What follows belongs to an exercise in optimizing a design on an open flow for small area, a short achievable clock period and few clock cycles; a production flow would make more cautious choices. Only simulation tests tie the RTL to the original design; equivalence was not proved. No activity file was given, so power comes from the tool's default toggle rates.

$ cat flow/design.v
module stele_codec (
    input  wire        clk,
    input  wire        rst,
    input  wire        cmd_valid,
    output wire        cmd_ready,
    input  wire        cmd_op,         
    input  wire [31:0] pal0,
    input  wire [31:0] pal1,
    input  wire [31:0] pal2,
    input  wire [1:0]  pal_n,
    input  wire [15:0] width,
    input  wire [15:0] height,
    input  wire [31:0] npix,
    input  wire        px_valid,
    output wire        px_ready,
    input  wire [31:0] px_data,
    output wire        bo_valid,
    input  wire        bo_ready,
    output wire [7:0]  bo_data,
    input  wire        bi_valid,
    output wire        bi_ready,
    input  wire        bi_eos,
    input  wire [7:0]  bi_data,
    output wire        po_valid,
    input  wire        po_ready,
    output wire [31:0] po_data,
    output wire        busy,
    output reg         done,
    output reg         err,
    output wire [3:0]  err_kind,
    output reg  [2:0]  err_detail
);
    localparam [2:0] S_IDLE = 3'd0;
    localparam [2:0] S_DHDR = 3'd1;    
    localparam [2:0] S_MUL  = 3'd2;    
    localparam [2:0] S_EVAL = 3'd3;    
    localparam [2:0] S_EHDR = 3'd4;    
    localparam [2:0] S_ENC  = 3'd5;    
    localparam [2:0] S_DEC  = 3'd6;    
    reg  [2:0]  state;
    reg         s_idle, s_dhdr, s_ehdr, s_dec;
    reg  [2:0]  kind_r;
    assign err_kind = {1'b0, kind_r};
    reg         op_r;
    reg  [31:0] p0, p1, p2;
    reg         is3;          
    reg  [31:0] rem;          
    reg         rz;           
    reg  [3:0]  k;            
    reg         mm;           
    reg         ver_ok;
    reg  [31:0] sr;
    reg  [13:0] am;
    wire [7:0]  g    = sr[23:16];
    wire [7:0]  prev = sr[15:8];
    wire [7:0]  cnt  = sr[7:0];
    wire [5:0]  acc  = sr[29:24];
    wire        gv   = am[0];
    wire        fin  = am[1];
    wire        uerr = am[2];
    wire [7:0]  bb   = sr[23:16];
    wire [7:0]  lb   = sr[31:24];
    wire [1:0]  f    = sr[1:0];
    wire        bv   = sr[4];
    wire        lv   = sr[5];
    wire        eos  = sr[6];
    wire        rm   = sr[7];
    wire        hl   = sr[8];
    reg         pe;           
    reg  [1:0]  fl;           
    reg         cz;           
    reg         ov;
    reg  [2:0]  os;
    reg  s_pal;
    wire [31:0] cx = s_pal ? p2 : px_data;
    wire e0 = (p0 == cx);
    wire e1 = (p1 == cx);
    wire m2 = is3 & (p2 == px_data);
    wire px_mapped = e0 | e1 | m2;
    wire [1:0] px_code = e0 ? 2'd0 : (e1 ? 2'd1 : 2'd2);
    wire dup = (pal0 == pal1);
    wire [15:0] w_r = sr[15:0];
    wire [15:0] h_r = sr[31:16];
    reg        dims_bad;
    reg [2:0]  dims_detail;
    always @(*) begin
        dims_bad    = 1'b1;
        dims_detail = 3'd0;
        if (w_r[15:2] == 14'd0)      dims_detail = 3'd2;
        else if (w_r[1:0] != 2'b00)  dims_detail = 3'd3;
        else if (h_r[15:2] == 14'd0) dims_detail = 3'd4;
        else if (h_r[1:0] != 2'b00)  dims_detail = 3'd5;
        else                         dims_bad    = 1'b0;
    end
    reg         hb;           
    wire [14:0] msum  = {1'b0, am} + (hb ? {1'b0, w_r[15:2]} : 15'd0);
    wire        nbit  = rem[k + 5'd4];
    wire        size_ok = !mm && (am == rem[31:18]) && (rem[3:0] == 4'd0);
    wire ext = (((prev[7:4] == 4'h0) && (g == 8'h00)) ||
                ((prev[7:4] == 4'h5) && (g == 8'h55))) && (cnt != 8'hFF);
    wire [7:0] rec_byte = {prev[7:6] | {2{cz}}, prev[5:0]};
    wire [1:0] cur = bb[1:0];
    wire esc  = (cur == 2'd3);
    wire oor  = (cur == 2'd2) && !is3;
    wire over = (rem[31:10] == 22'd0) && (rem[9:0] <= {lb, 2'b00});
    wire [2:0] cur_oh = {cur == 2'd2, cur == 2'd1, cur == 2'd0};
    wire       free   = !ov || po_ready;           
    assign busy      = !s_idle;
    assign cmd_ready = s_idle;
    assign px_ready  = pe && !(gv && rem[1:0] == 2'd1);
    assign bo_valid  = s_ehdr || fl[0] || fl[1];
    assign bo_data   = s_ehdr ? ((k == 4'd0) ? 8'h01 : sr[7:0]) :
                       fl[1] ? cnt : rec_byte;
    assign bi_ready  = s_dhdr || (s_dec && !eos && !lv);
    assign po_valid  = ov;
    assign po_data   = ({32{os[0]}} & p0) | ({32{os[1]}} & p1) | ({32{os[2]}} & p2);
    wire px_take = px_valid && px_ready;
    wire bi_take = bi_valid && bi_ready;
    wire bi_push = bi_take && !bi_eos;
    task go(input [2:0] n);
        begin
            state  <= n;
            s_idle <= (n == S_IDLE);
            s_dhdr <= (n == S_DHDR);
            s_ehdr <= (n == S_EHDR);
            s_dec  <= (n == S_DEC);
        end
    endtask
    task finish(input [2:0] kind, input [2:0] detail);
        begin
            go(S_IDLE);
            ov         <= 1'b0;
            done       <= (kind == 3'd0);
            err        <= (kind != 3'd0);
            kind_r     <= kind;
            err_detail <= detail;
        end
    endtask
    task dec_look;
        begin
            if (bi_push) begin
                sr[31:24] <= bi_data;                  
                sr[5]   <= 1'b1;                     
            end
        end
    endtask
    task dec_refill;
        begin
            sr[1:0] <= 2'd0;                        
            sr[23:16] <= lb;
            sr[4]     <= lv;                         
            sr[5]     <= 1'b0;                       
            dec_look;
        end
    endtask
    always @(posedge clk)
        s_pal <= !rst && s_idle && cmd_valid;
    always @(posedge clk) begin
        if (rst) begin
            go(S_IDLE);
            pe         <= 1'b0;
            fl         <= 2'b00;
            ov         <= 1'b0;
            done       <= 1'b0;
            err        <= 1'b0;
            kind_r     <= 3'd0;
            err_detail <= 3'd0;
        end else begin
            case (state)
            S_IDLE: begin
                if (cmd_valid) begin
                    op_r <= cmd_op;
                    p0   <= pal0;
                    p1   <= pal1;
                    p2   <= pal2;
                    is3  <= pal_n[0];
                    sr   <= {height, width};
                    rem  <= npix;
                    k    <= 4'd0;
                    am   <= 14'd0;
                    mm   <= 1'b0;
                    hb   <= height[2];
                    done       <= 1'b0;
                    err        <= !pal_n[1] || dup;
                    kind_r     <= 3'd1;
                    err_detail <= pal_n[1] ? 3'd3 : 3'd4;
                    go(cmd_op ? S_DHDR : S_MUL);
                    s_dhdr     <= 1'b0;
                end
            end
            S_DHDR: begin
                if (s_pal) begin
                    if (err || (is3 && (e0 || e1))) begin
                        err <= 1'b1;
                        go(S_IDLE);
                    end else
                        s_dhdr <= 1'b1;
                end else if (bi_valid) begin
                    if (bi_eos)
                        finish(3'd6, 3'd3);
                    else begin
                        k <= k + 4'd1;
                        if (k == 4'd0)
                            ver_ok <= (bi_data == 8'h01);
                        else
                            sr <= {bi_data, sr[31:8]};
                        if (k == 4'd4) begin
                            k  <= 4'd0;
                            hb <= sr[26];           
                            go(S_MUL);
                        end
                    end
                end
            end
            S_MUL: begin
                if (s_pal && (err || (is3 && (e0 || e1)))) begin
                    err <= 1'b1;
                    go(S_IDLE);
                end
                k  <= k + 4'd1;
                hb <= h_r[k + 4'd3];
                am <= msum[14:1];
                if (msum[0] != nbit)
                    mm <= 1'b1;
                if (k == 4'd13)
                    go(S_EVAL);
            end
            S_EVAL: begin
                k <= 4'd0;
                if (op_r && !ver_ok)
                    finish(3'd4, 3'd1);
                else if (dims_bad)
                    finish(3'd4, dims_detail);
                else if (!size_ok)
                    finish(3'd5, 3'd0);
                else if (op_r) begin
                    sr[1:0] <= 2'd0;              
                    sr[8:4] <= 5'd0;              
                    rz        <= 1'b0;
                    go(S_DEC);
                end else
                    go(S_EHDR);
            end
            S_EHDR: begin
                if (bo_ready) begin
                    k <= k + 4'd1;
                    if (k != 4'd0)
                        sr <= {bi_data, sr[31:8]};
                    if (k == 4'd4) begin
                        sr[15:8]  <= 8'hFF;         
                        sr[7:0] <= 8'd0;          
                        cz        <= 1'b0;
                        am[2:0]   <= 3'd0;          
                        rz        <= 1'b0;
                        pe        <= 1'b1;
                        go(S_ENC);
                    end
                end
            end
            S_ENC: begin
                if (px_take) begin
                    rem       <= rem - 32'd1;
                    rz        <= (rem == 32'd1);
                    sr[29:24] <= {px_code, acc[5:2]};
                    if (rem[1:0] == 2'd1)
                        sr[23:16] <= {px_code, acc};
                    if (!px_mapped || rem == 32'd1)
                        pe <= 1'b0;
                    if (!px_mapped)
                        am[2] <= 1'b1;              
                    else if (rem[1:0] == 2'd1)
                        am[0] <= 1'b1;              
                end
                if (fl == 2'b00) begin
                    if (gv) begin
                        if (ext) begin
                            sr[7:0] <= cnt + 8'd1;
                            cz        <= 1'b1;
                            am[0]     <= 1'b0;
                        end else if (prev == 8'hFF) begin
                            sr[15:8]  <= g;
                            am[0]     <= 1'b0;
                        end else
                            fl <= 2'b01;
                    end else if (rz || uerr) begin
                        if (uerr)
                            finish(3'd2, 3'd0);
                        else if (fin)
                            finish(3'd0, 3'd0);
                        else begin
                            am[1] <= 1'b1;          
                            fl    <= 2'b01;
                        end
                    end
                end else if (bo_ready) begin
                    if (fl[0] && cz)
                        fl <= 2'b10;
                    else begin
                        fl        <= 2'b00;
                        sr[15:8]  <= g;             
                        sr[7:0] <= 8'd0;          
                        cz        <= 1'b0;
                        am[0]     <= 1'b0;
                    end
                end
            end
            S_DEC: begin
                if (bi_take && bi_eos)
                    sr[6] <= 1'b1;                           
                if (free)
                    ov <= 1'b0;
                if (rm) begin
                    if (free) begin
                        ov  <= 1'b1;
                        rem <= rem - 32'd1;
                        rz  <= (rem == 32'd1);
                        {sr[23:16], sr[1:0]} <= {bb, f} - 10'd1;
                    end
                    if (free && {bb, f} == 10'd1) begin
                        sr[7] <= 1'b0;                       
                        dec_refill;
                    end else
                        dec_look;
                end else if (bv) begin
                    if (esc) begin
                        if (lv) begin
                            if (free) begin
                                if (!hl)
                                    finish(3'd3, 3'd2);
                                else if (over)
                                    finish(3'd6, 3'd2);
                                else begin
                                    ov        <= 1'b1;
                                    rem       <= rem - 32'd1;
                                    rz        <= (rem == 32'd1);
                                    sr[5]    <= 1'b0;        
                                    sr[4]    <= 1'b0;        
                                    sr[7]    <= (lb != 8'd0);    
                                    sr[23:16]   <= lb;
                                    sr[1:0] <= 2'd0;
                                end
                            end
                        end else begin
                            dec_look;
                            if (eos && free)
                                finish(3'd6, 3'd4);
                        end
                    end else if (free) begin
                        if (oor)
                            finish(3'd3, 3'd1);
                        else if (rz)
                            finish(3'd6, 3'd2);
                        else begin
                            ov        <= 1'b1;
                            os        <= cur_oh;
                            rem       <= rem - 32'd1;
                            rz        <= (rem == 32'd1);
                            sr[8]    <= 1'b1;                
                            sr[1:0] <= f + 2'd1;
                            sr[23:16]   <= {2'b00, bb[7:2]};
                            if (f == 2'd3)
                                dec_refill;
                            else
                                dec_look;
                        end
                    end else
                        dec_look;
                end else begin
                    sr[23:16] <= lb;
                    sr[4]     <= lv;
                    sr[1:0]   <= 2'd0;
                    sr[5]     <= 1'b0;
                    dec_look;
                    if (eos && free) begin
                        if (rz)
                            finish(3'd0, 3'd0);
                        else
                            finish(3'd6, 3'd1);
                    end
                end
            end
            default: go(S_IDLE);
            endcase
        end
    end
endmodule
$ cat flow/flow/run.sh
#!/bin/bash
set -euo pipefail
export BUFFER_PORTS_ARGS="-buffer_cell sky130_fd_sc_hd__buf_1"
export SETUP_SLACK_MARGIN=5.9
bash standard.sh finish > standard_flow.log 2>&1
$ cat flow/standard.sh
#!/bin/bash
# synth_recipe.tcl (not shown) runs the flow's synth.tcl, then flattens the netlist and writes it again
# the make line also repeats each setting of config.mk as NAME=value (left out here)
make -C /OpenROAD-flow-scripts/flow DESIGN_CONFIG=/design/flow/config.mk WORK_HOME=/design/flow/orfs CLKGATE_MAP_FILE= SYNTH_SCRIPT=/design/flow/synth_recipe.tcl "${@:-finish}"
$ cat flow/config.mk
export PLATFORM = sky130hd
export DESIGN_NAME = stele_codec
export DESIGN_NICKNAME = stele_codec
export VERILOG_FILES = /design/flow/design.v
export SDC_FILE = /design/flow/constraint.sdc
export NUM_CORES = 4
export LEC_CHECK = 0
export CAP_MARGIN = 20
export CORE_MARGIN = 2
export CORE_UTILIZATION = 40
export CTS_CLUSTER_DIAMETER = 100
export CTS_CLUSTER_SIZE = 30
export SLEW_MARGIN = 20
$ cat flow/constraint.sdc
create_clock -name core_clock -period 10.0 [get_ports {clk}]
set_input_delay 2.0000 -clock core_clock [delete_from_list [all_inputs] [get_ports {clk}]]
set_output_delay 2.0000 -clock core_clock [all_outputs]
set_load 0.01 [all_outputs]
==> flow_summary.toml, run 1 <==
[worst_hold_path]
worstHoldEndpoint = "err_detail[0]"
hold_path_class = "flop to flop"
hold_depth = 2
hp-start = "err_detail[0]"

[drt]
wl_microns = 50800
vias = 12585
met2WireLength_microns = 23100
drc = 0
met3_length_microns = 4800
drtAntennaViolNets = 0
first_pass_iters = 7
highest_layer = "met5"
wl_met1_microns = 21000
routedWlPerCell_microns = 24.1
viasPerCell = 5.97
drt_iter0_markers = 1157

[sta]
setup_tns_ps = 0
rsz0062_at_grt = "no"
min_period_over_period_pct = 40.4
setup_violations = 0
fmax_ghz = 0.248
min_period_ps = 4040
fin_skew_ps = 32.8
setup_ws_ps = 5960
drv_slew = 0
hold_violations = 0
whs_ps = 459
worst_pin_slew_ps = 1040
slew_headroom_pct = 28.7

[setup_path]
r2r-start = "rem[0]"
reg2reg_depth = 10
cp_slowest_cell = "nor4_1"
regToRegSetupSlack_ps = 6230
end_kind = "flop"
critPathBufInv = 1
critPathMaxFanout = 2
regToRegEndpoint = "sr[0]"
worstPathArrival_ps = 4420
max_stage_delay_ps = 780
critPathKind = "input pin to flop"
critPathTopFamily = "simple AND/OR/NAND/NOR gates"
crit_required_ps = 10380
crit_path_frequent_cell = "nor4_1"
crit_path_start_kind = "input pin"
path_cells = "buf_1, mux2i_1, xnor2_1, nor4_1, nand4_1, nor4_1, nor2_1, a31oi_1"

[cells_and_area]
drive_above_1_share_pct = 5.94
layout.nets = 1890
area_growth_pct = 14.6

[power_and_ir_drop]
internal-power_w = 0.00194
sequentialPowerShare_pct = 41.7
power.density_nw_per_um2 = 207
p_clk_share_pct = 20.8
switching_share_pct = 41.2
comb_power_share_pct = 37.5
ir_drop_mv = 0.161
p_leak_nw = 5.43
p_total_w = 0.00331
p_sw_w = 0.00136

[clock_tree]
cts-htree-levels = 1
cts-root-buf = "clkbuf_16"
cts_made_buffers = 14
cts_hold_buf = 0
cts_tree = "done"
cts.clk_slew.worst_paths_ps = 110
clkSinkCount = 208
cts_buffer_depth = 3
insertion_delay_ps = 520

[place]
io_buffers = 264
place_hpwl_microns = 38600
gp_congestion = 0.965
dp_slack_ps = 5230

[die]
die-height_microns = 191
ios = 266
initial_core_util_pct = 40.6
rows = 68
die_x_microns = 191
core_area_sq_um = 34500
die_area_sq_um = 36500

[job]
drv_cap = 0

[yosys]
avgSynthCellArea_sq_um = 9.92
syn-cell-area_sq_um = 14000
syn_inst = 1409
synth_cell_types = 91
synth_nets = 1656
ys_seq_elements = 208
ys.warnings.count = 1
async_flop_share_pct = 0
synth_edf_count = 188
ys_seq_area_share_pct = 43.3
synthFlopType = "edfxtp_1"

[grt]
grt_pass1_vias = 12056
grt_pass1_wl_microns = 75300
grt_antenna_before_repair = 6
grt_max_degree = 59
grtUsageTotal_pct = 27.2
grt-ovfl-total = 0

[outcome]
status = "timing/DRC/antenna clean"
registers in the layout, summed over array words and instances, names as in the netlist, 2 cells and up:
name	cells
state	3
am	14
err_detail	3
p0	32
sr	32
fl	2
kind_r	3
os	3
k	4
p1	32
p2	32
rem	32
worst min-delay path, delay by kind of cell (launching register included):
family	cells	cell delay (ps)
DFF	1	330
and+or+nand+nor	1	50
AOI/OAI and AO/OA	1	50
what timing repair did:
item / CTS / global route
endpoints found under the setup margin: 11 / 10
resized for setup: 8 / 7
setup buffers: 4 / 1
endpoints found under the hold margin: 0 / 0
pin swaps: 0 / 1
per-layer routing:
layer,GRT usage [%],up-vias
met5,0,-
met4,8.68,6
met3,4.52,113
met2,44.3,673
met1,37.0,6063
li1,-,5730
cells in the mapped netlist, types with 9 or more instances:
cell type	instances	share of area (%)
a31oi_1	14	0.63
xnor2_1	134	8.4
and2_1	17	0.76
nand2_1	114	3.1
a21o_1	11	0.59
o31ai_1	10	0.54
inv_1	63	1.7
edfxtp_1	188	40
a222oi_1	36	2.6
nand3_1	26	0.93
or3_1	9	0.40
mux2i_1	43	3.1
nor3_1	36	1.3
clkbuf_1	54	1.5
dfxtp_1	20	2.9
xor2_1	65	4.1
o21ai_0	64	2.3
nor2_1	132	3.5
nor4_1	51	2.3
nand4_1	20	0.90
mux4_2	9	1.5
nor2b_1	12	0.54
a21oi_1	63	2.3
a211oi_1	11	0.59
ha_1	35	3.1
power groups by stage:
stage / clock [W] / combinational [W] / sequential, W
detailed placement: 0 / 0.00120 / 0.00140
CTS: 0.000698 / 0.00122 / 0.00137
global route: 0.000721 / 0.00136 / 0.00139
finish: 0.000689 / 0.00124 / 0.00138
global placement: 0 / 0.00119 / 0.00139
floorplan: 0 / 0.000882 / 0.00128
layout by cell type, fill, tap and decap left out, drive strengths merged, types with 8 or more instances in the layout:
cell and n:
inv 67, a21oi 64, nand3 27, buf 285, and2 18, o22a 8
nor2 133, o211ai 8, o21ai 64, a211oi 11, nor4 52, mux2i 43
a31oi 14, nand2 114, edfxtp 188, dfxtp 20, a222oi 36, mux4 10
and3 8, xnor2 134, nor3 36, xor2 65, nand4 20, nor2b 12
nand2b 8, ha 35, clkbuf 18, o31ai 10, a221oi 8, a21o 11
or3 11
worst max-delay path by stage:
stage,from,depth (start not counted),slack (ps),to
6_report,px_data[10],8,5960,sr[22]
4_1_cts,k[1],7,5890,bo_data[0]
3_5_place_dp,px_data[19],9,5230,pe
5_1_grt,px_data[10],9,5900,state[1]
3_3_place_gp,px_data[19],9,5240,pe
2_1_floorplan,k[0],7,5990,bo_data[0]
cell families after synthesis:
| family | count (synthesis) | synth area share (%) |
|---|---|---|
| adder cells (fa/ha/maj) | 36 | 3.28 |
| buffers and inverters | 135 | 4.01 |
| flip-flops | 208 | 43.3 |
| other | 1 | 0.0268 |
| AO/OA/AOI/OAI | 301 | 15.1 |
| XOR/XNOR | 199 | 12.5 |
| multiplexers | 56 | 4.96 |
| AND/OR/NAND/NOR | 473 | 16.9 |
through the flow:
step	utilization, %	cells	instance area [sq um]
floorplan	-	1409	14000
global placement	44.6	2076	15400
detailed placement	44.6	2076	15400
CTS	46.3	2104	16000
global route	46.5	2108	16000
finish	46.5	2109	16000
cell type report:
class / instances / area (sq um)
antenna: 3 / 7.51
multi-input combinational: 1066 / 7450
sequential: 208 / 6050
fill: 3351 / 18400
inverter: 66 / 249
clock buffer: 16 / 379
timing repair buffer: 287 / 1170
tap: 455 / 569
clock inverter: 8 / 151
Testbench counts, summed over its fixed seeds: cycles 95,184.
==> run 2: changes to the inputs <==
==> flow/flow/run.sh (replaced) <==
#!/bin/bash
set -euo pipefail
export BUFFER_PORTS_ARGS="-buffer_cell sky130_fd_sc_hd__buf_1"
export SETUP_SLACK_MARGIN=6.0
bash standard.sh finish > standard_flow.log 2>&1
--- a/flow/config.mk
+++ b/flow/config.mk
@@ -12,2 +12,3 @@
 export CTS_CLUSTER_SIZE = 30
+export PLACE_DENSITY = 0.75
 export SLEW_MARGIN = 20
==> flow_summary.toml, run 2 <==
[outcome]
status = "timing/DRC/antenna clean"

[cells_and_area]
stdcell_area_sq_um = 16000
layout.cells.most_common = "buf_1"
area_growth_pct = 14.2
layout.nets = 1890
final_cell_mix = "buf_1 (263), edfxtp_1 (188), xnor2_1 (134), nor2_1 (129), nand2_1 (114)"
drive_above_1_share_pct = 5.82

[sta]
drv_slew = 0
fin_skew_ps = 25.2
setup_violations = 0
setup_tns_ps = 0
hold_violations = 0
slew_headroom_pct = 28.0
rsz0062_at_grt = "yes"
min_period_ps = 3950
fmax_ghz = 0.253
worst_pin_slew_ps = 1080
whs_ps = 464
min_period_over_period_pct = 39.5

[clock_tree]
cts.clk_slew.worst_paths_ps = 100
insertion_delay_ps = 500
cts_buffer_depth = 3
cts_made_buffers = 13
cts-htree-levels = 1
clkSinkCount = 208
cts-root-buf = "clkbuf_16"
cts_tree = "done"

[grt]
grt_max_degree = 65
grt_pass1_vias = 12235
grtUsageTotal_pct = 26.6
grt-ovfl-total = 0
grt_pass1_wl_microns = 73800
grt_antenna_before_repair = 5

[drt]
vias = 12851
first_pass_iters = 9
viasPerCell = 6.10
wl_microns = 49700
drtAntennaViolNets = 0
routedWlPerCell_microns = 23.6
drc = 0
drt_iter0_markers = 1814

[die]
die-height_microns = 191
core_area_sq_um = 34500
ios = 266
initial_core_util_pct = 40.6
die_area_sq_um = 36500
rows = 68
die_x_microns = 191

[place]
place_area_sq_um = 15400
gp_congestion = 1.00
io_buffers = 264
place_hpwl_microns = 38000

[setup_path]
regToRegEndpoint = "sr[0]"
critPathMaxFanout = 5
reg2reg_depth = 10
end_kind = "primary output"
r2r-start = "rem[0]"
critPathLaunch = "k[1]"
endpoint = "bo_data[0]"
worstPathArrival_ps = 1950
crit_required_ps = 8000
crit_path_start_kind = "flop"
regToRegSetupSlack_ps = 6250
critPathKind = "flop to primary output"

[yosys]
async_flop_share_pct = 0
ys_seq_elements = 208
synthFlopType = "edfxtp_1"
synth_cell_types = 91
synth.area.top_cells = "edfxtp_1 (40%), xnor2_1 (8.4%), xor2_1 (4.1%)"
synth_top_cell_area_share_pct = 40.4
synth_nets = 1656
ys.warnings.count = 1
synth_top_cell_by_area = "edfxtp_1"
syn_inst = 1409
ys_seq_area_share_pct = 43.3
synth_edf_count = 188
syn-cell-area_sq_um = 14000
synth_common_cells = "edfxtp_1 (188), xnor2_1 (134), nor2_1 (132)"
avgSynthCellArea_sq_um = 9.92
post-synth-top-count-cell = "edfxtp_1"

[power_and_ir_drop]
power.density_nw_per_um2 = 204
ir_drop_mv = 0.117
p_leak_nw = 5.38

[worst_hold_path]
hp-start = "err_detail[1]"
hold_path_class = "flop to flop"

[job]
drv_cap = 0
## run 2: cell count changes in the layout (fill, tap and decap cells not counted), sizes merged
cell / previous run / this run
clkinv: 7 / 5
inv: 67 / 66
buf: 285 / 286
nor3b: 5 / 6
diode: 3 / 1
bufinv: 0 / 1
clkinvlp: 0 / 1
clkbuf: 18 / 15
## run 2: area by class of cell
cell class,count,area (sq um)
Multi-Input combinational cell,1067,7460
Timing Repair Buffer,287,1180
Inverter,66,249
Sequential cell,208,6050
Clock buffer,14,339
Clock inverter,7,118
Antenna cell,1,2.50
Tap cell,455,569
Fill cell,3295,18500
## run 2: timing repair
item	in CTS	in global routing
cloned	1	0
gates resized for setup	6	8
pin swaps	0	1
hold buffers	0	0
setup buffers	8	0
setup endpoints to repair	8	18
## run 2: metrics by stage
step	std cells	util, %	total power [W]	setup WS (ps)
finish	2105	46.3	0.00326	6050
global placement	2074	44.6	0.00255	5590
global route	2104	46.3	0.00341	5960
floorplan	1409	-	0.00216	6040
CTS	2104	46.2	0.00323	6000
detailed placement	2074	44.6	0.00258	5550
## run 2: cell families (layout without fill, tap and decap cells)
| group | count (synthesis) | count (layout) | synth area share [%] |
|---|---|---|---|
| AO/OA/AOI/OAI | 301 | 301 | 15.1 |
| multiplexers | 56 | 56 | 4.96 |
| other | 1 | 2 | 0.0268 |
| XOR/XNOR | 199 | 199 | 12.5 |
| AND/OR/NAND/NOR | 473 | 474 | 16.9 |
| flip-flops | 208 | 208 | 43.3 |
| buffers and inverters | 135 | 374 | 4.01 |
| adder cells (fa/ha/maj) | 36 | 36 | 3.28 |
## run 2: critical path, cell delays in order, from the launching register on
cell	delay (ps)
edfxtp_1	430
inv_2	130
ha_4	190
nor3b_4	240
buf_12	150
nor2_1	50
a21oi_2	120
clkbuf_2	140
## run 2: worst min path at each step
| stage | endpoint | slack, ps | cells after the start |
|---|---|---|---|
| 2_1_floorplan | s_dec | 450 | 2 |
| 5_1_grt | err_detail[0] | 480 | 2 |
| 3_3_place_gp | err_detail[0] | 440 | 2 |
| 6_report | err_detail[1] | 460 | 2 |
| 3_5_place_dp | err_detail[0] | 450 | 2 |
| 4_1_cts | err_detail[0] | 470 | 2 |
## run 2: per-layer routing
layer / share of wire (%) / vias up / global-route usage [%] / wire [microns]
li1: - / 5737 / - / -
met1: 40 / 6191 / 36.9 / 20000
met3: 10 / 133 / 4.59 / 5220
met2: 45 / 782 / 41.8 / 22500
met4: 3.7 / 8 / 9.18 / 1860
met5: 0.085 / - / 0 / 42
## run 2: power breakdown
| group | internal (W) | switching, W |
|---|---|---|
| clock network | 0.000290 | 0.000332 |
| registers | 0.00116 | 0.000212 |
| logic | 0.000490 | 0.000778 |
==> run 3: changes to the inputs <==
--- a/flow/flow/run.sh
+++ b/flow/flow/run.sh
@@ -4,2 +4,3 @@
 export SETUP_SLACK_MARGIN=6.0
+export SETUP_REPAIR_SEQUENCE="unbuffer,sizedown,sizeup,swap"
 bash standard.sh finish > standard_flow.log 2>&1
--- a/flow/config.mk
+++ b/flow/config.mk
@@ -12,3 +12,2 @@
 export CTS_CLUSTER_SIZE = 30
-export PLACE_DENSITY = 0.75
 export SLEW_MARGIN = 20
==> flow_summary.toml, run 3 <==
[yosys]
synth_compound_area_share_pct = 15.1
yosys.area_share.simple_pct = 16.9
synth_cell_types = 91
synth_common_cells = "edfxtp_1 (188), xnor2_1 (134), nor2_1 (132)"
synth.area.top_cells = "edfxtp_1 (40%), xnor2_1 (8.4%), xor2_1 (4.1%)"
synth_xor_area_share_pct = 12.5
syn_inst = 1409
async_flop_share_pct = 0
synth_fa_ha_area_share_pct = 3.28
syn-cell-area_sq_um = 14000
avgSynthCellArea_sq_um = 9.92
synth_nets = 1656
synthFlopType = "edfxtp_1"
ys_seq_elements = 208
synth_top_cell_area_share_pct = 40.4
post-synth-top-count-cell = "edfxtp_1"
ys.warnings.count = 1
synth_edf_count = 188
ys_seq_area_share_pct = 43.3
synth_top_family_by_area = "simple AND/OR/NAND/NOR gates"
synth_top_cell_by_area = "edfxtp_1"
synthMuxAreaShare_pct = 4.96

[sta]
drv_slew = 0
fmax_ghz = 0.255
hold_violations = 0
fin_skew_ps = 45.6
setup_tns_ps = 0
whs_ps = 467
min_period_over_period_pct = 39.3
worst_pin_slew_ps = 1000
min_period_ps = 3930
slew_headroom_pct = 31.5
setup_violations = 0
setup_ws_ps = 6070
rsz0062_at_grt = "yes"

[setup_path]
crit_required_ps = 8000
critPathMaxFanout = 12
crit_path_start_kind = "flop"
worstPathArrival_ps = 1930
critPathKind = "flop to primary output"
end_kind = "primary output"

[grt]
grtUsageTotal_pct = 26.4
grt_antenna_before_repair = 5
grt_pass1_vias = 11845
grt_max_degree = 73
grt_pass1_wl_microns = 72900
grt-ovfl-total = 0

[clock_tree]
insertion_delay_ps = 510
clkSinkCount = 208
cts_hold_buf = 0
cts-root-buf = "clkbuf_16"
cts.clk_slew.worst_paths_ps = 100
cts-htree-levels = 1
cts_buffer_depth = 3
cts_tree = "done"
cts_made_buffers = 13

[place]
dp_slack_ps = 5310
place_hpwl_microns = 38100
gp_congestion = 0.945
io_buffers = 264

[power_and_ir_drop]
p_sw_w = 0.00130
ir_drop_mv = 0.125
p_total_w = 0.00320
comb_power_share_pct = 38.9
switching_share_pct = 40.7
p_clk_share_pct = 18.0
power.density_nw_per_um2 = 201
p_leak_nw = 5.37
sequentialPowerShare_pct = 43.1
internal-power_w = 0.00190

[drt]
wl_microns = 49700
routedWlPerCell_microns = 23.5
drtAntennaViolNets = 0
vias = 12505
drc = 0
viasPerCell = 5.93
drt_iter0_markers = 1223
first_pass_iters = 9

[die]
die_area_sq_um = 36500
ios = 266
initial_core_util_pct = 40.6
die-height_microns = 191
core_area_sq_um = 34500
die_x_microns = 191
rows = 68

[cells_and_area]
drive_above_1_share_pct = 5.82
multi_input_area_sq_um = 7460
layout.cells.most_common = "buf_1"
layout.nets = 1890
fillers = 3373
postLayoutCoreUtil_pct = 46.2
final_cell_mix = "buf_1 (263), edfxtp_1 (188), xnor2_1 (134), nor2_1 (128), nand2_1 (114)"
area_growth_pct = 13.9
regArea_sq_um = 6050

[outcome]
status = "timing/DRC/antenna clean"

[job]
drv_cap = 0

[worst_hold_path]
hold_path_class = "flop to flop"
[run 3: cell counts after synthesis]
Identical to the previous run, type by type.
[run 3: path summary, 6_finish.rpt]
check	start	end	slack, ps	cells after the start
worst min-delay path	err_detail[0]	err_detail[0]	470	2
worst max-delay path	sr[5]	bi_ready	6070	4
worst max register to register	rem[0]	sr[1]	6300	10
worst min register to register	err_detail[0]	err_detail[0]	470	2
[run 3: cells by family after synthesis]
kind of cell / count (synthesis)
AO/OA/AOI/OAI: 301
XOR/XNOR: 199
adder cells (fa/ha/maj): 36
buffers and inverters: 135
flip-flops: 208
multiplexers: 56
other: 1
AND/OR/NAND/NOR: 473
[run 3: power groups by stage]
stage          sequential, W  clock, W  combinational, W
3_3_place_gp         0.00140         0           0.00119
3_5_place_dp         0.00140         0           0.00119
5_1_grt              0.00139  0.000612           0.00136
6_report             0.00138  0.000576           0.00124
2_1_floorplan        0.00128         0          0.000883
4_1_cts              0.00137  0.000588           0.00122
[run 3: final cells by class]
type | count | area share (%)
flip-flops and latches | 208 | 38.0
clock buffers | 15 | 2.09
multi-input cells | 1066 | 46.8
inverters | 66 | 1.56
repair buffers | 288 | 7.44
diodes | 4 | 0.0629
well taps | 455 | 3.58
clock inverters | 7 | 0.440
[run 3: worst max-delay path: stages (launching register included)]
cell and delay, ps:
edfxtp_1 640, nor2_1 280, nand2_1 80, nand2_1 230, buf_1 190
[run 3: routing by layer]
layer	track usage, %	up-vias	share of wire, %
met2	42.8	679	46
li1	-	5747	-
met4	9.96	2	4.0
met5	0	-	0.020
met1	35.0	5970	40
met3	5.18	107	10
[run 3: what timing repair did]
action | 4_1_cts | 5_1_grt
resized for setup | 10 | 7
setup buffers | 4 | 2
endpoints found under the setup margin | 13 | 27
pin swaps | 0 | 1
hold endpoints to repair | 0 | 0
[run 3: metrics by stage]
| step | area, sq um | cells |
|---|---|---|
| 3_3_place_gp | 15400 | 2076 |
| 2_1_floorplan | 14000 | 1409 |
| 4_1_cts | 15800 | 2102 |
| 5_1_grt | 15900 | 2107 |
| 3_5_place_dp | 15400 | 2076 |
| 6_report | 15900 | 2109 |
==> run 4: changes to the inputs <==
==> flow/flow/run.sh (replaced) <==
#!/bin/bash
set -euo pipefail
export BUFFER_PORTS_ARGS="-buffer_cell sky130_fd_sc_hd__buf_1"
export SETUP_SLACK_MARGIN=6.1
export SETUP_REPAIR_SEQUENCE="unbuffer,sizedown,sizeup,swap"
bash standard.sh finish > standard_flow.log 2>&1
==> flow_summary.toml, run 4 <==
[setup_path]
r2r-start = "rem[0]"
path_cells = "inv_1, o211a_1, a21oi_2, buf_2"
reg2reg_depth = 10
max_stage_delay_ps = 630
worstPathArrival_ps = 1900
regToRegSetupSlack_ps = 6280
critPathKind = "flop to primary output"
regToRegEndpoint = "sr[0]"
crit_path_start_kind = "flop"
end_kind = "primary output"
crit_required_ps = 8000
cp_slowest_cell = "edfxtp_1"
critPathMaxFanout = 6

[drt]
drc = 0
wl_microns = 50500
first_pass_iters = 6
drt_iter0_markers = 1493
routedWlPerCell_microns = 23.9
vias = 12628
drtAntennaViolNets = 0
viasPerCell = 5.97

[die]
ios = 266
die_x_microns = 191
rows = 68
core_area_sq_um = 34500
die-height_microns = 191
initial_core_util_pct = 40.6
die_area_sq_um = 36500

[grt]
grt-ovfl-total = 0
grtUsageTotal_pct = 27.0
grt_antenna_before_repair = 2
grt_max_degree = 74
grt_pass1_vias = 12061
grt_pass1_wl_microns = 74600

[yosys]
avgSynthCellArea_sq_um = 9.92
synth_common_cells = "edfxtp_1 (188), xnor2_1 (134), nor2_1 (132)"
ys_seq_elements = 208
synth_top_cell_by_area = "edfxtp_1"
synth_cell_types = 91
synth_top_cell_area_share_pct = 40.4
async_flop_share_pct = 0
ys.warnings.count = 1
synth.area.top_cells = "edfxtp_1 (40%), xnor2_1 (8.4%), xor2_1 (4.1%)"
synthFlopType = "edfxtp_1"
syn-cell-area_sq_um = 14000
syn_inst = 1409
synth_edf_count = 188
ys_seq_area_share_pct = 43.3
post-synth-top-count-cell = "edfxtp_1"
synth_nets = 1656

[worst_hold_path]
hp-start = "err_detail[1]"
hold_path_class = "flop to flop"
hold_depth = 2
worstHoldEndpoint = "err_detail[1]"

[cells_and_area]
final_cell_mix = "buf_1 (256), edfxtp_1 (188), xnor2_1 (133), nor2_1 (127), nand2_1 (114)"
layout.cells.most_common = "buf_1"
layout.nets = 1898
final_cells = 2115
fillers = 3367
area_growth_pct = 15.1
postLayoutCoreUtil_pct = 46.7
drive_above_1_share_pct = 7.36
stdcell_area_sq_um = 16100

[clock_tree]
clkSinkCount = 208
cts_tree = "done"
cts-root-buf = "clkbuf_16"
cts.clk_slew.worst_paths_ps = 100
cts_buffer_depth = 3
cts_hold_buf = 0
insertion_delay_ps = 500
cts-htree-levels = 1
cts_made_buffers = 13

[place]
placed_cells = 2076
io_buffers = 264
gp_congestion = 0.958
place_area_sq_um = 15400
place_hpwl_microns = 38400

[sta]
hold_violations = 0
setup_tns_ps = 0
rsz0062_at_grt = "yes"
slew_headroom_pct = 29.6
min_period_ps = 3900
fin_skew_ps = 19.5
fmax_ghz = 0.256
drv_slew = 0
setup_violations = 0
min_period_over_period_pct = 39.0
worst_pin_slew_ps = 1040

[outcome]
status = "timing/DRC/antenna clean"

[power_and_ir_drop]
ir_drop_mv = 0.111
p_leak_nw = 5.46
power.density_nw_per_um2 = 201

[job]
drv_cap = 0
==> run 4: changes by cell type in the layout (fill, tap and decap cells not counted), sizes merged <==
cell and change:
clkinv -2, inv -1, diode -1, clkinvlp +1, clkbuf +4, buf +5
==> run 4: timing repair <==
action,4_1_cts,5_1_grt
resized for setup,19,29
pin swaps,3,4
setup endpoints to repair,20,113
buffers inserted,8,6
==> run 4: final cells by class <==
type | instances | area (sq um) | area share, %
diodes | 3 | 7.51 | 0.0467
clock buffers | 16 | 358 | 2.22
clock inverters | 5 | 51.3 | 0.319
inverters | 66 | 249 | 1.55
multi-input cells | 1066 | 7530 | 46.8
flip-flops and latches | 208 | 6050 | 37.6
well taps | 455 | 569 | 3.54
repair buffers | 296 | 1270 | 7.92
==> run 4: stage by stage <==
stage               hold slack (ps)  worst slack [ps]  total power [W]
CTS                             477              6020          0.00321
finish                          476              6100          0.00324
detailed placement              462              5270          0.00259
floorplan                       449              6100          0.00216
global route                    501              6040          0.00340
global placement                445              5230          0.00258
==> run 4: cell families (layout without fill, tap and decap cells) <==
family,Yosys count,in the layout,share of synthesized area [%]
and+or+nand+nor,473,473,16.9
AOI/OAI and AO/OA,301,301,15.1
DFF,208,208,43.3
xor gates and xnor gates,199,199,12.5
buffers and inverters,135,383,4.01
muxes,56,56,4.96
adders and majority gates,36,36,3.28
other,1,4,0.0268
==> run 4: worst max path at each step <==
stage / from / to / slack [ps] / depth (start not counted)
final: sr[8] / bo_data[0] / 6100 / 4
after global routing: k[1] / bo_data[0] / 6040 / 7
after CTS: sr[7] / bo_data[7] / 6020 / 4
after detailed placement: px_data[19] / pe / 5270 / 9
after global placement: px_data[19] / pe / 5230 / 9
after floorplan: k[0] / bo_data[7] / 6100 / 6
==> run 4: where the power goes <==
| part | switching [W] | internal, W |
|---|---|---|
| registers | 0.000221 | 0.00116 |
| clock network | 0.000324 | 0.000266 |
| logic | 0.000769 | 0.000503 |
==> run 4: metal layers <==
metal | part of all wire [%] | up-vias | track usage [%] | routed length [microns]
li1 | - | 5771 | - | -
met1 | 41 | 6085 | 36.4 | 20700
met2 | 46 | 678 | 44.5 | 23200
met3 | 9.7 | 92 | 4.46 | 4880
met4 | 3.4 | 2 | 7.93 | 1710
met5 | 0.026 | - | 0 | 13
==> run 4: worst max-delay path, delay by kind of cell (launching register included) <==
kind                   cells  cell delay (ps)
AOI/OAI and AO/OA          2              430
buffers and inverters      2              360
DFF                        1              630
==> run 5: changes to the inputs <==
==> flow/flow/run.sh (replaced) <==
#!/bin/bash
set -euo pipefail
export BUFFER_PORTS_ARGS="-buffer_cell sky130_fd_sc_hd__buf_1"
export SETUP_SLACK_MARGIN=6.0
bash standard.sh finish > standard_flow.log 2>&1
==> flow_summary.toml, run 5 <==
[grt]
grt_pass1_vias = 11845
grt-ovfl-total = 0
grt_antenna_before_repair = 5
grtUsageTotal_pct = 26.4
grt_max_degree = 73
grt_pass1_wl_microns = 72900

[clock_tree]
cts_tree = "done"
insertion_delay_ps = 510
cts_made_buffers = 13
cts-root-buf = "clkbuf_16"
cts-htree-levels = 1
cts.clk_slew.worst_paths_ps = 100
clkSinkCount = 208
cts_buffer_depth = 3

[cells_and_area]
multi_input_area_sq_um = 7460
area_growth_pct = 13.9
fillers = 3373
layout.cells.most_common = "buf_1"
regArea_sq_um = 6050
final_cell_mix = "buf_1 (263), edfxtp_1 (188), xnor2_1 (134), nor2_1 (128), nand2_1 (114)"
layout.nets = 1890
drive_above_1_share_pct = 5.82
final_cells = 2109

[drt]
viasPerCell = 5.93
drtAntennaViolNets = 0
drt_iter0_markers = 1223
vias = 12505
routedWlPerCell_microns = 23.5
first_pass_iters = 9
drc = 0
wl_microns = 49700

[die]
rows = 68
ios = 266
die_area_sq_um = 36500
die_x_microns = 191
die-height_microns = 191
initial_core_util_pct = 40.6
core_area_sq_um = 34500

[job]
drv_cap = 0

[power_and_ir_drop]
ir_drop_mv = 0.125
power.density_nw_per_um2 = 201
p_leak_nw = 5.37
p_total_w = 0.00320

[setup_path]
critPathKind = "flop to primary output"
critPathMaxFanout = 12
crit_required_ps = 8000
crit_path_start_kind = "flop"
reg2reg_depth = 10
worstPathArrival_ps = 1930
end_kind = "primary output"

[sta]
hold_violations = 0
rsz0062_at_grt = "yes"
setup_violations = 0
slew_headroom_pct = 31.5
fin_skew_ps = 45.6
setup_ws_ps = 6070
fmax_ghz = 0.255
setup_tns_ps = 0
min_period_ps = 3930
min_period_over_period_pct = 39.3
drv_slew = 0
worst_pin_slew_ps = 1000

[place]
io_buffers = 264
gp_congestion = 0.945
dp_slack_ps = 5310
place_hpwl_microns = 38100
placed_cells = 2076

[worst_hold_path]
hold_depth = 2
hold_path_class = "flop to flop"

[yosys]
ys_seq_elements = 208
syn-cell-area_sq_um = 14000
avgSynthCellArea_sq_um = 9.92
synth_top_cell_area_share_pct = 40.4
synth_nets = 1656
synth_cell_types = 91
ys.warnings.count = 1
synth.area.top_cells = "edfxtp_1 (40%), xnor2_1 (8.4%), xor2_1 (4.1%)"
synth_common_cells = "edfxtp_1 (188), xnor2_1 (134), nor2_1 (132)"
synth_edf_count = 188
synth_top_cell_by_area = "edfxtp_1"
post-synth-top-count-cell = "edfxtp_1"
syn_inst = 1409
synthFlopType = "edfxtp_1"
async_flop_share_pct = 0
ys_seq_area_share_pct = 43.3

[outcome]
status = "timing/DRC/antenna clean"
-- run 5: cell counts after synthesis --
Identical to the previous run, type by type.
-- run 5: kinds of logic after synthesis --
logic type	count (synthesis)	synth area share (%)
AO/OA/AOI/OAI	301	15.1
XOR/XNOR	199	12.5
adder cells (fa/ha/maj)	36	3.28
buffers and inverters	135	4.01
flip-flops	208	43.3
multiplexers	56	4.96
other	1	0.0268
AND/OR/NAND/NOR	473	16.9
-- run 5: where the power goes --
| group | switching, W | internal, W |
|---|---|---|
| sequential | 0.000220 | 0.00116 |
| clock | 0.000323 | 0.000253 |
| combinational | 0.000756 | 0.000487 |
-- run 5: final timing paths --
| path | slack (ps) | startpoint | endpoint |
|---|---|---|---|
| worst min-delay path | 470 | err_detail[0] | err_detail[0] |
| worst max register to register | 6300 | rem[0] | sr[1] |
| worst min register to register | 470 | err_detail[0] | err_detail[0] |
| worst max-delay path | 6070 | sr[5] | bi_ready |
-- run 5: routing by layer --
metal	GRT usage, %	wire [microns]	up-vias	part of all wire (%)
li1	-	-	5747	-
met1	35.0	20000	5970	40
met2	42.8	22600	679	46
met3	5.18	5110	107	10
met4	9.96	1970	2	4.0
met5	0	10	-	0.020
-- run 5: final cells by class --
cell class	count	share of cell area [%]
Inverter	66	1.56
Tap cell	455	3.58
Timing Repair Buffer	288	7.44
Clock inverter	7	0.440
Multi-Input combinational cell	1066	46.8
Antenna cell	4	0.0629
Clock buffer	15	2.09
Sequential cell	208	38.0
-- run 5: worst max-delay path: stages, from the launching register on --
cell,delay (ps)
edfxtp_1,640
nor2_1,280
nand2_1,80
nand2_1,230
buf_1,190
-- run 5: per-stage QoR --
stage | util, % | hold slack [ps] | instance area, sq um
after global placement | 44.6 | 455 | 15400
after floorplan | - | 449 | 14000
final | 46.2 | 467 | 15900
after detailed placement | 44.6 | 453 | 15400
after global routing | 46.2 | 494 | 15900
after CTS | 46.0 | 468 | 15800
-- run 5: repair_timing --
| action | CTS | global route |
|---|---|---|
| gates resized for setup | 10 | 7 |
| hold buffers | 0 | 0 |
| pin swaps | 0 | 1 |
| buffers inserted | 4 | 2 |
| endpoints found under the setup margin | 13 | 27 |
==> run 6: changes to the inputs <==
--- a/flow/flow/run.sh
+++ b/flow/flow/run.sh
@@ -4,2 +4,3 @@
 export SETUP_SLACK_MARGIN=6.0
+export CTS_ARGS="-sink_clustering_enable -repair_clock_nets -sink_clustering_size 30 -sink_clustering_max_diameter 100 -distance_between_buffers 2000 -branching_point_buffers_distance 2000"
 bash standard.sh finish > standard_flow.log 2>&1
==> flow_summary.toml, run 6 <==
[sta]
slew_headroom_pct = 31.5
fin_skew_ps = 45.6
min_period_over_period_pct = 39.3
min_period_ps = 3930
worst_pin_slew_ps = 1000
fmax_ghz = 0.255
setup_ws_ps = 6070
setup_violations = 0
hold_violations = 0
whs_ps = 467
setup_tns_ps = 0
rsz0062_at_grt = "yes"
drv_slew = 0

[worst_hold_path]
hp-start = "err_detail[0]"
hold_path_class = "flop to flop"

[yosys]
synth_cell_types = 91
ys.warnings.count = 1
synth_top_cell_area_share_pct = 40.4
avgSynthCellArea_sq_um = 9.92
synth_common_cells = "edfxtp_1 (188), xnor2_1 (134), nor2_1 (132)"
synthFlopType = "edfxtp_1"
ys_seq_area_share_pct = 43.3
synth.area.top_cells = "edfxtp_1 (40%), xnor2_1 (8.4%), xor2_1 (4.1%)"
syn-cell-area_sq_um = 14000
synth_edf_count = 188
syn_inst = 1409
synth_nets = 1656
ys_seq_elements = 208
post-synth-top-count-cell = "edfxtp_1"
synth_top_cell_by_area = "edfxtp_1"
async_flop_share_pct = 0

[clock_tree]
cts_buffer_depth = 3
cts-root-buf = "clkbuf_16"
cts_hold_buf = 0
cts.clk_slew.worst_paths_ps = 100
cts_made_buffers = 13
cts-htree-levels = 1
cts_tree = "done"
clkSinkCount = 208
insertion_delay_ps = 510

[setup_path]
critPathKind = "flop to primary output"
crit_required_ps = 8000
critPathLaunch = "sr[5]"
end_kind = "primary output"
crit_path_start_kind = "flop"
critPathMaxFanout = 12
r2r-start = "rem[0]"
worstPathArrival_ps = 1930

[job]
drv_cap = 0

[die]
ios = 266
initial_core_util_pct = 40.6
die-height_microns = 191
die_area_sq_um = 36500
core_area_sq_um = 34500
die_x_microns = 191
rows = 68

[drt]
first_pass_iters = 9
viasPerCell = 5.93
routedWlPerCell_microns = 23.5
drt_iter0_markers = 1223
drtAntennaViolNets = 0
wl_microns = 49700
drc = 0
vias = 12505

[cells_and_area]
area_growth_pct = 13.9
final_cells = 2109
drive_above_1_share_pct = 5.82
layout.nets = 1890
layout.cells.most_common = "buf_1"
final_cell_mix = "buf_1 (263), edfxtp_1 (188), xnor2_1 (134), nor2_1 (128), nand2_1 (114)"
postLayoutCoreUtil_pct = 46.2

[grt]
grt_max_degree = 73
grt_pass1_wl_microns = 72900
grt_antenna_before_repair = 5
grt_pass1_vias = 11845
grt-ovfl-total = 0
grtUsageTotal_pct = 26.4

[power_and_ir_drop]
ir_drop_mv = 0.125
power.density_nw_per_um2 = 201
p_leak_nw = 5.37

[place]
placed_cells = 2076
place_hpwl_microns = 38100
gp_congestion = 0.945
io_buffers = 264
dp_slack_ps = 5310

[outcome]
status = "timing/DRC/antenna clean"
[run 6: cell counts in the layout (fill, tap and decap cells not counted)]
No cell type changed its count.
[run 6: critical path, cell delays in order (launching register included)]
cell	delay (ps)
edfxtp_1	640
nor2_1	280
nand2_1	80
nand2_1	230
buf_1	190
[run 6: timing repair]
action,CTS,global route
buffers inserted,4,2
setup endpoints to repair,13,27
gates resized for setup,10,7
pin swaps,0,1
[run 6: final timing paths]
kind	cells past startpoint	slack [ps]	end
setup / recovery	4	6070	bi_ready
hold / removal	2	470	err_detail[0]
setup reg to reg	10	6300	sr[1]
hold reg to reg	2	470	err_detail[0]
[run 6: cells by family after synthesis]
family	Yosys count	synth area share [%]
simple gates	473	16.9
flops	208	43.3
xor+xnor	199	12.5
buf+inv	135	4.01
fa+ha+maj	36	3.28
mux	56	4.96
other cells	1	0.0268
compound gates	301	15.1
[run 6: stage by stage]
stage / cell area, sq um / total power, W
floorplan: 14000 / 0.00216
global placement: 15400 / 0.00258
detailed placement: 15400 / 0.00259
CTS: 15800 / 0.00318
global route: 15900 / 0.00336
finish: 15900 / 0.00320
[run 6: final cells by class]
type / instances / area (sq um)
Timing Repair Buffer: 288 / 1180
Clock buffer: 15 / 333
Multi-Input combinational cell: 1066 / 7460
Sequential cell: 208 / 6050
Antenna cell: 4 / 10.0
Inverter: 66 / 249
Clock inverter: 7 / 70.1
Tap cell: 455 / 569
Fill cell: 3373 / 18500
[run 6: per-layer routing]
metal / vias up / routed length, microns / track usage [%]
li1: 5747 / - / -
met1: 5970 / 20000 / 35.0
met2: 679 / 22600 / 42.8
met3: 107 / 5110 / 5.18
met4: 2 / 1970 / 9.96
met5: - / 10 / 0
[run 6: where the power goes]
part	leakage (nW)	internal, W	switching [W]	total, W
registers	1.93	0.00116	0.000220	0.00138
clock network	0.197	0.000253	0.000323	0.000576
logic	3.25	0.000487	0.000756	0.00124
total	5.37	0.00190	0.00130	0.00320
==> run 7: changes to the inputs <==
==> flow/flow/run.sh (replaced) <==
#!/bin/bash
set -euo pipefail
export BUFFER_PORTS_ARGS="-buffer_cell sky130_fd_sc_hd__buf_1"
export SETUP_SLACK_MARGIN=6.0
export CTS_ARGS="-sink_clustering_enable -repair_clock_nets -sink_clustering_size 30 -sink_clustering_max_diameter 100 -balance_levels -wire_unit 100"
bash standard.sh finish > standard_flow.log 2>&1
==> flow_summary.toml, run 7 <==
[power_and_ir_drop]
power.density_nw_per_um2 = 201
ir_drop_mv = 0.125
p_total_w = 0.00320
p_leak_nw = 5.37

[clock_tree]
cts-root-buf = "clkbuf_16"
cts_made_buffers = 13
insertion_delay_ps = 510
cts_hold_buf = 0
cts-htree-levels = 1
cts_tree = "done"
cts_buffer_depth = 3
cts.clk_slew.worst_paths_ps = 100
clkSinkCount = 208

[job]
drv_cap = 0

[drt]
routedWlPerCell_microns = 23.6
vias = 12461
wl_microns = 49700
viasPerCell = 5.91
drc = 0
drt_iter0_markers = 1131
first_pass_iters = 6
drtAntennaViolNets = 0

[setup_path]
critPathKind = "flop to primary output"
reg2reg_depth = 10
r2r-start = "rem[0]"
regToRegEndpoint = "sr[1]"
worstPathArrival_ps = 1930
critPathMaxFanout = 5
crit_required_ps = 8000
end_kind = "primary output"
crit_path_start_kind = "flop"
regToRegSetupSlack_ps = 6240

[die]
rows = 68
core_area_sq_um = 34500
ios = 266
initial_core_util_pct = 40.6
die_area_sq_um = 36500
die_x_microns = 191
die-height_microns = 191

[sta]
min_period_over_period_pct = 39.3
setup_violations = 0
min_period_ps = 3930
worst_pin_slew_ps = 1030
fin_skew_ps = 43.5
setup_tns_ps = 0
hold_violations = 0
fmax_ghz = 0.254
rsz0062_at_grt = "yes"
drv_slew = 0
slew_headroom_pct = 29.5

[yosys]
post-synth-top-count-cell = "edfxtp_1"
synth_nets = 1656
synth_edf_count = 188
synth_top_cell_area_share_pct = 40.4
synth_cell_types = 91
syn-cell-area_sq_um = 14000
async_flop_share_pct = 0
synth_common_cells = "edfxtp_1 (188), xnor2_1 (134), nor2_1 (132)"
ys.warnings.count = 1
ys_seq_area_share_pct = 43.3
synth.area.top_cells = "edfxtp_1 (40%), xnor2_1 (8.4%), xor2_1 (4.1%)"
synth_top_cell_by_area = "edfxtp_1"
ys_seq_elements = 208
avgSynthCellArea_sq_um = 9.92
synthFlopType = "edfxtp_1"
syn_inst = 1409

[worst_hold_path]
worstHoldEndpoint = "err_detail[0]"
hold_path_class = "flop to flop"
hp-start = "err_detail[0]"
hold_depth = 2

[cells_and_area]
final_cell_mix = "buf_1 (263), edfxtp_1 (188), xnor2_1 (134), nor2_1 (128), nand2_1 (114)"
drive_above_1_share_pct = 5.82
layout.nets = 1890
final_cells = 2108
layout.cells.most_common = "buf_1"
postLayoutCoreUtil_pct = 46.2
stdcell_area_sq_um = 15900
area_growth_pct = 13.9

[place]
gp_congestion = 0.945
placed_cells = 2076
place_hpwl_microns = 38100
io_buffers = 264
place_area_sq_um = 15400

[grt]
grt_max_degree = 73
grt_pass1_vias = 11852
grtUsageTotal_pct = 26.5
grt_antenna_before_repair = 5
grt-ovfl-total = 0
grt_pass1_wl_microns = 73000

[outcome]
status = "timing/DRC/antenna clean"
-- run 7: cell counts after synthesis --
Identical to the previous run, type by type.
-- run 7: critical path, cell delays in order, from the launching register on --
cell	delay [ps]
edfxtp_1	380
inv_2	60
ha_4	170
nor3b_4	140
buf_6	150
o31ai_1	340
buf_1	190
-- run 7: what timing repair did --
action                     4_1_cts  5_1_grt
gates resized for setup         10        7
buffers inserted                 4        2
setup endpoints to repair       13       27
cloned                           0        0
pin swaps                        0        1
-- run 7: worst max path at each step --
stage | startpoint | end | cells past startpoint
2_1_floorplan | rst | is3 | 2
3_3_place_gp | px_data[19] | pe | 9
3_5_place_dp | px_data[19] | pe | 9
4_1_cts | sr[7] | bo_data[7] | 4
5_1_grt | px_data[28] | state[2] | 9
6_report | k[1] | bo_data[7] | 6
-- run 7: layout make-up --
| cell class | count | area, sq um |
|---|---|---|
| diodes | 3 | 7.51 |
| clock buffers | 15 | 333 |
| clock inverters | 7 | 70.1 |
| fillers | 3377 | 18500 |
| inverters | 66 | 249 |
| multi-input cells | 1066 | 7460 |
| flip-flops and latches | 208 | 6050 |
| well taps | 455 | 569 |
| repair buffers | 288 | 1180 |
-- run 7: cell families (layout without fill, tap and decap cells) --
logic type / count (synthesis) / after routing / synth area share, %
AO/OA/AOI/OAI: 301 / 301 / 15.1
XOR/XNOR: 199 / 199 / 12.5
adder cells (fa/ha/maj): 36 / 36 / 3.28
buffers and inverters: 135 / 376 / 4.01
flip-flops: 208 / 208 / 43.3
multiplexers: 56 / 56 / 4.96
other: 1 / 4 / 0.0268
AND/OR/NAND/NOR: 473 / 473 / 16.9
-- run 7: metal layers --
layer,GRT usage (%),part of all wire (%)
met1,35.0,41
met4,9.96,4.0
met5,0,0.026
met3,5.18,9.8
met2,42.9,45
-- run 7: where the power goes --
group          leakage (nW)  switching, W  internal [W]  total (W)
Sequential             1.93      0.000220       0.00116    0.00138
Clock                 0.197      0.000324      0.000253   0.000578
Combinational          3.25      0.000756      0.000487    0.00124
Total                  5.37       0.00130       0.00190    0.00320
-- run 7: stage by stage --
step	setup slack [ps]	hold WS, ps
after floorplan	6040	449
after global placement	5330	455
after detailed placement	5310	453
after CTS	5970	468
after global routing	5990	494
final	6070	467

## what the ideal ports hide
Ports are ideal in the flow. The routed layouts listed here were re-timed in OpenROAD. Step 1 (the two cells are an assumption about what drives the block):
set clk [get_ports {clk}]
set_driving_cell -lib_cell sky130_fd_sc_hd__clkbuf_16 $clk
set_driving_cell -lib_cell sky130_fd_sc_hd__buf_2 [delete_from_list [all_inputs] $clk]
Step 2 moves the port delays by t, midway between the first and last clock arrival at a register: inputs arrive t later, outputs are due t later. That takes back most of the time a late clock gives input paths. a / b / c = ideal / step 1 / step 2; a / b = the first two.
run	t (ns)	setup WS [ns]	worst register clock-pin slew, ns
run 1	0.558	5.961 / 5.907 / 5.431	0.12 / 0.12
run 2	0.542	6.054 / 5.998 / 5.568	0.11 / 0.11
run 3	0.542	6.071 / 6.017 / 5.613	0.11 / 0.11
run 4	0.541	6.097 / 6.044 / 5.732	0.11 / 0.11
run 5	0.542	6.071 / 6.017 / 5.613	0.11 / 0.11
run 6	0.542	6.071 / 6.017 / 5.613	0.11 / 0.11
run 7	0.542	6.068 / 6.014 / 5.612	0.11 / 0.11
After both steps every run listed still meets setup and hold. For run 1, which loses most, drivers alone change the setup slack by -0.054 ns; drivers and shift together by -0.530 ns.
